Source: an optimization exercise on an open RTL-to-GDS flow (aim: small area). Production flows keep margins and buffers that such runs may drop.
Only simulation tests tie the RTL to the original design; equivalence was not proved.
Power and IR drop assume default switching activity.

==> flow/design.v (outline; a module is shown in full before it is edited, if it fits) <==
// module colmux_nt_col: 393 lines
// module colmux_scan: 1756 lines
module colmux_scan(clk_scan, rst_scan_n, row_i, wave_i, ack_t_i, ser_o, srclk_o, rclk_o, sstat_o, req_t_o, bundle_o);
  // ...
==> flow/flow/run.sh <==
#!/bin/bash
# Standard layout, with a leaner clock tree (larger sink clusters, no dummy
# loads) and the smallest buffer on each port. Logs: flow.log and orfs/logs/.
set -euo pipefail
bash standard.sh \
  "CTS_ARGS=-sink_clustering_enable -repair_clock_nets -sink_clustering_size 16 -sink_clustering_max_diameter 60 -buf_list sky130_fd_sc_hd__clkbuf_8 -dont_use_dummy_load" \
  "BUFFER_PORTS_ARGS=-buffer_cell sky130_fd_sc_hd__buf_1" \
  finish > flow.log 2>&1
==> flow/standard.sh <==
#!/bin/bash
# synth_recipe.tcl (not shown) runs the flow's synth.tcl, then flattens the netlist and writes it again
# the make line also repeats each setting of config.mk as NAME=value (left out here)
make -C /OpenROAD-flow-scripts/flow DESIGN_CONFIG=/design/flow/config.mk WORK_HOME=/design/flow/orfs CLKGATE_MAP_FILE= SYNTH_SCRIPT=/design/flow/synth_recipe.tcl "${@:-finish}"
==> flow/config.mk <==
export PLATFORM = sky130hd
export DESIGN_NAME = colmux_scan
export DESIGN_NICKNAME = colmux_scan
export VERILOG_FILES = /design/flow/design.v
export SDC_FILE = /design/flow/constraint.sdc
export NUM_CORES = 4
export LEC_CHECK = 0
export ABC_AREA = 1
export CAP_MARGIN = 20
export CORE_MARGIN = 2
export CORE_UTILIZATION = 40
export SLEW_MARGIN = 20
==> flow/constraint.sdc <==
create_clock -name core_clock -period 10.0 [get_ports {clk_scan}]
set_input_delay 2.0000 -clock core_clock [delete_from_list [all_inputs] [get_ports {clk_scan}]]
set_output_delay 2.0000 -clock core_clock [all_outputs]
set_load 0.01 [all_outputs]
==> flow_summary_export.csv, run 1 <==
group,metric,value,unit
status,run_status,"timing/DRC/antenna clean",
clock_network,clock_latency,0.50,ns
sta,setup_viol,0,
min_path,whs_endpoint,"rs2[2]",
floorplanning,row_count,55,
critical_path,cp.depth,13,
clock_network,cts_buffer_depth,3,
critical_path,r2r_start,"fresh",
synthesis,synth_edf_count,172,
synthesis,synth_compound_area_share,6.84,%
clock_network,htree_levels,1,
clock_network,cts_tree,"done",
critical_path,cp-end-kind,"output port",
sta,slew_violations,0,
placed_design,hpwl,9.96,mm
placed_design,gp_congestion,0.814,
critical_path,critPathRequiredTime,8.00,ns
synthesis,yosysMostFrequentCell,"edfxtp_1",
sta,hold_ws,0.337,ns
sta,hold_violations,0,
critical_path,r2r_cells,14,
synthesis,synth_sequential_area_ratio,71.5,%
pwr,p_per_area,151,nW/um^2
global_route,grt_overflow,0,
global_route,grt_usage,12.7,%
detailed_routing,drtAntennaViolNets,0,
clock_network,cts_resized,0,
cells_and_area,seq_area,6610,um^2
synthesis,netlist_area,9240,um^2
cells_and_area,finalNonFillerCells,1077,
pwr,intPower,0.00120,W
sta,fin_ws,4.96,ns
floorplanning,start_util,40.8,%
detailed_routing,remaining_drc_errors,0,
floorplanning,fp.dieArea,24300,um^2
cells_and_area,nClkBuffers,19,
cells_and_area,multi_input_cells,399,
detailed_routing,drtIter0Drc,362,
floorplanning,die_height,156,um
global_route,grt_pass1_vias,4941,
synthesis,synthMuxAreaShare,0,%
min_path,hold_class,"reg -> reg",
critical_path,cp_max_fo,7,
==> inputs of run 2 (changes only) <==
==> flow/flow/run.sh (replaced) <==
#!/bin/bash
# Standard layout, with a leaner clock tree (larger sink clusters, no dummy
# loads) and the smallest buffer on each port. Logs: flow.log and orfs/logs/.
set -euo pipefail
bash standard.sh \
  "CTS_ARGS=-sink_clustering_enable -repair_clock_nets -sink_clustering_size 10 -sink_clustering_max_diameter 50 -buf_list sky130_fd_sc_hd__clkbuf_4 -dont_use_dummy_load" \
  "BUFFER_PORTS_ARGS=-buffer_cell sky130_fd_sc_hd__buf_1" \
  finish > flow.log 2>&1
==> run 2 against run 1 <==
Effect of this change: area after synthesis did not move; still clean; design area fell by 0.42%; clock power fell by 6.8%; setup slack got worse by 0.16 ns; register-to-register slack improved by 0.02 ns; highest routed layer unchanged; final cell count rose by 1.0%; utilization fell by 0.18 points; non-clock buffer count did not move.
==> flow_summary_export.csv, run 2 <==
group,metric,value,unit
status,run_status,"timing/DRC/antenna clean",
critical_path,cp-startpoint,"_1232_",
global_route,grt_usage,12.9,%
clock_network,htree_levels,1,
critical_path,rr_endpoint,"_1290_",
sta,slew_headroom,44.9,%
cells_and_area,layout-drive-gt1-share,9.35,%
cells_and_area,multiInputGateArea,2080,um^2
synthesis,synth_top_cell_by_area,"edfxtp_1",
floorplanning,fp.dieArea,24300,um^2
sta,clock.fmax,193,MHz
synthesis,synth_async_sr_flop_share,21.2,%
global_route,grt_pass1_wl,25.3,mm
sta,fin_skew,0.0420,ns
sta,setup_viol,0,
synthesis,yosys.area_share.simple,12.2,%
critical_path,critPathRequiredTime,8.00,ns
placed_design,placed_cell_area,9600,um^2
global_route,grt_antenna_before_repair,1,
pwr,p_per_area,148,nW/um^2
floorplanning,die_height,156,um
critical_path,r2r_start,"fresh",
critical_path,rrSetupSlack,6.99,ns
sta,slew_violations,0,
min_path,min_path_cells,0,
synthesis,avgSynthCellArea,12.4,um^2
synthesis,synth.top_cells.by_count,"edfxtp_1, nand2_1, inv_1",
sta,period_share,51.9,%
synthesis,yosysTopAreaCellShare,55.9,%
cells_and_area,final.fill_count,2173,
cells_and_area,layout.nets,832,
global_route,grt_pass1_vias,5014,
detailed_routing,routed_wl,15.8,mm
sta,hold_violations,0,
synthesis,synth_top_family_by_area,"simple AND/OR/NAND/NOR gates",
pwr,ir_drop,0.0760,mV
critical_path,cp-end-kind,"output port",
synthesis,yosysMostFrequentCell,"edfxtp_1",
sta,rsz0062_at_grt,"no",
clock_network,cts_tree,"done",
synthesis,synth_flop_cell,"edfxtp_1",
synthesis,synth_area_leaders,"edfxtp_1, dfrtp_1, nand2_1",
cells_and_area,area_growth,6.27,%
placed_design,gp_congestion,0.814,
clock_network,path_clk_slew,0.09,ns
synthesis,netlist_area,9240,um^2
detailed_routing,drtIter0Drc,405,
placed_design,hpwl,9.96,mm
detailed_routing,remaining_drc_errors,0,
critical_path,worst_ep_arrival_time,3.19,ns
synthesis,synth_compound_area_share,6.84,%
global_route,grt_overflow,0,
detailed_routing,drtAntennaViolNets,0,
detailed_routing,via_per_inst,4.86,
synthesis,netlist_instances,743,
sta,worst_pin_slew,0.821,ns
critical_path,r2r_cells,14,
synthesis,synth_fa_ha_area_share,2.30,%
synthesis,synth_sequential_area_ratio,71.5,%
synthesis,yosysWarningCount,1,
detailed_routing,wl_per_cell,14.5,um
detailed_routing,via_count,5289,
floorplanning,row_count,55,
clock_network,cts_resized,0,
placed_design,post-place-ws,5.41,ns
synthesis,synth_cell_types,46,
floorplanning,core,22600,um^2
synthesis,synth_xor_area_share,0.853,%
critical_path,criticalPathCategory,"reg -> out",
sta,fin_ws,4.81,ns
placed_design,placement.io_buffers,66,
clock_network,ctsRootBufferMaster,"clkbuf_4",
clock_network,cts_buffers,29,
floorplanning,die_w,156,um
synthesis,synth-seq-cells,231,
critical_path,cp_max_fo,7,
pwr,power.leakage,3.83,nW
floorplanning,start_util,40.8,%
clock_network,cts_buffer_depth,3,
synthesis,synth_edf_count,172,
sta,min_period,5.19,ns
global_route,grt_max_degree,90,
min_path,min_from,"rs1[2]",
clock_network,clock_latency,0.65,ns
cells_and_area,most-common-layout-cells,"edfxtp_1, nand2_1, inv_1",
min_path,hold_class,"reg -> reg",
cells_and_area,final_cell_area,9820,um^2
sta,tns,0,ns
clock_network,cts.sinks,231,
job,drv_cap,0,
cells_and_area,final_common_cell,"edfxtp_1",
synthesis,synthMuxAreaShare,0,%
detailed_routing,drtPass1Iterations,4,
critical_path,cp-start-kind,"flip-flop",
clock_network,hold_buffers,0,
cells_and_area,seq_area,6610,um^2
clock_network,cts_setup_buffers,0,
floorplanning,ioPinCount,75,
min_path,whs_endpoint,"rs2[2]",
==> run 2: changes by cell type in the layout (fill, tap and decap cells not counted), sizes merged <==
cell	change
clkbuf	+10
diode	+1
==> run 2: area by class of cell <==
class                   count  share of cell area (%)
repair buffers             70                    2.88
flip-flops and latches    231                    67.3
clock buffers              29                    2.22
multi-input cells         399                    21.1
diodes                      1                  0.0255
well taps                 285                    3.63
inverters                  73                    2.85
==> run 2: how the worst max path moves through the flow <==
stage	end	slack [ns]	cells past startpoint
2_1_floorplan	gate_nx	4.54	4
3_3_place_gp	bundle_o[4]	5.53	13
3_5_place_dp	bundle_o[4]	5.41	13
4_1_cts	bundle_o[4]	4.72	13
5_1_grt	bundle_o[4]	4.57	13
6_report	bundle_o[4]	4.81	13
==> run 2: report_power, final <==
part           total (W)  internal, W  leakage, nW  switching, W
Sequential       0.00103      0.00102         2.22    0.00000399
Combinational  0.0000217   0.00000584         1.47     0.0000159
Clock           0.000409     0.000133        0.133      0.000276
==> run 2: critical path: stages (launching register included) <==
cell and delay (ns):
dfstp_2 0.58, inv_1 0.10, ha_1 0.35, nor2_2 0.24, o2111ai_1 0.23, ha_1 0.25
nor2_1 0.10, nor2_1 0.05, nor3_1 0.15, and2_4 0.20, nand2_2 0.07, nand3_1 0.07
nand3_1 0.08, buf_1 0.13
==> run 2: cells by family (layout without fill, tap and decap cells) <==
family          after synthesis  in the layout
xor+xnor                      9              9
compound gates              116            116
simple gates                249            249
buf+inv                     120            172
fa+ha+maj                    17             17
flops                       231            231
other cells                   1              9
==> run 2: routing by layer <==
layer / wire length, um / track usage [%] / part of all wire [%]
met5: 0 / 0 / 0
met4: 386 / 4.19 / 2.4
met3: 659 / 2.44 / 4.2
met2: 6630 / 19.2 / 42
met1: 8080 / 19.1 / 51
==> run 2: stage by stage <==
stage	hold WS [ns]	utilization, %	std cells	power [W]
final	0.337	43.4	1088	0.00146
after global routing	0.349	43.4	1088	0.00152
after CTS	0.338	43.4	1087	0.00148
after detailed placement	0.312	42.4	1058	0.00107
after global placement	0.312	42.4	1058	0.00107
after floorplan	0.310	-	750	0.00106

port drivers added, routing unchanged:
No port has a modelled driver above. Below, the same layouts with a new extraction and two added sets of constraints.
Step 1 assumes that a clkbuf_16 drives the clock port and a buf_2 every other input.
Step 2 also shifts input and output timing later by t, the mid clock arrival at the registers, as if the neighbouring blocks saw the same clock.
a / b / c = ideal / step 1 / step 2; a / b = the first two.
run | shift t [ns] | slack for setup (ns) | latest minus earliest clock arrival (ns) | worst slew at a driven data input, ns
run 1 | 0.517 | 4.964 / 4.926 / 5.443 | 0.054 / 0.054 | 0.03
run 2 | 0.664 | 4.808 / 4.771 / 5.435 | 0.043 / 0.042 | 0.03
After both steps setup and hold are still met in every run listed.
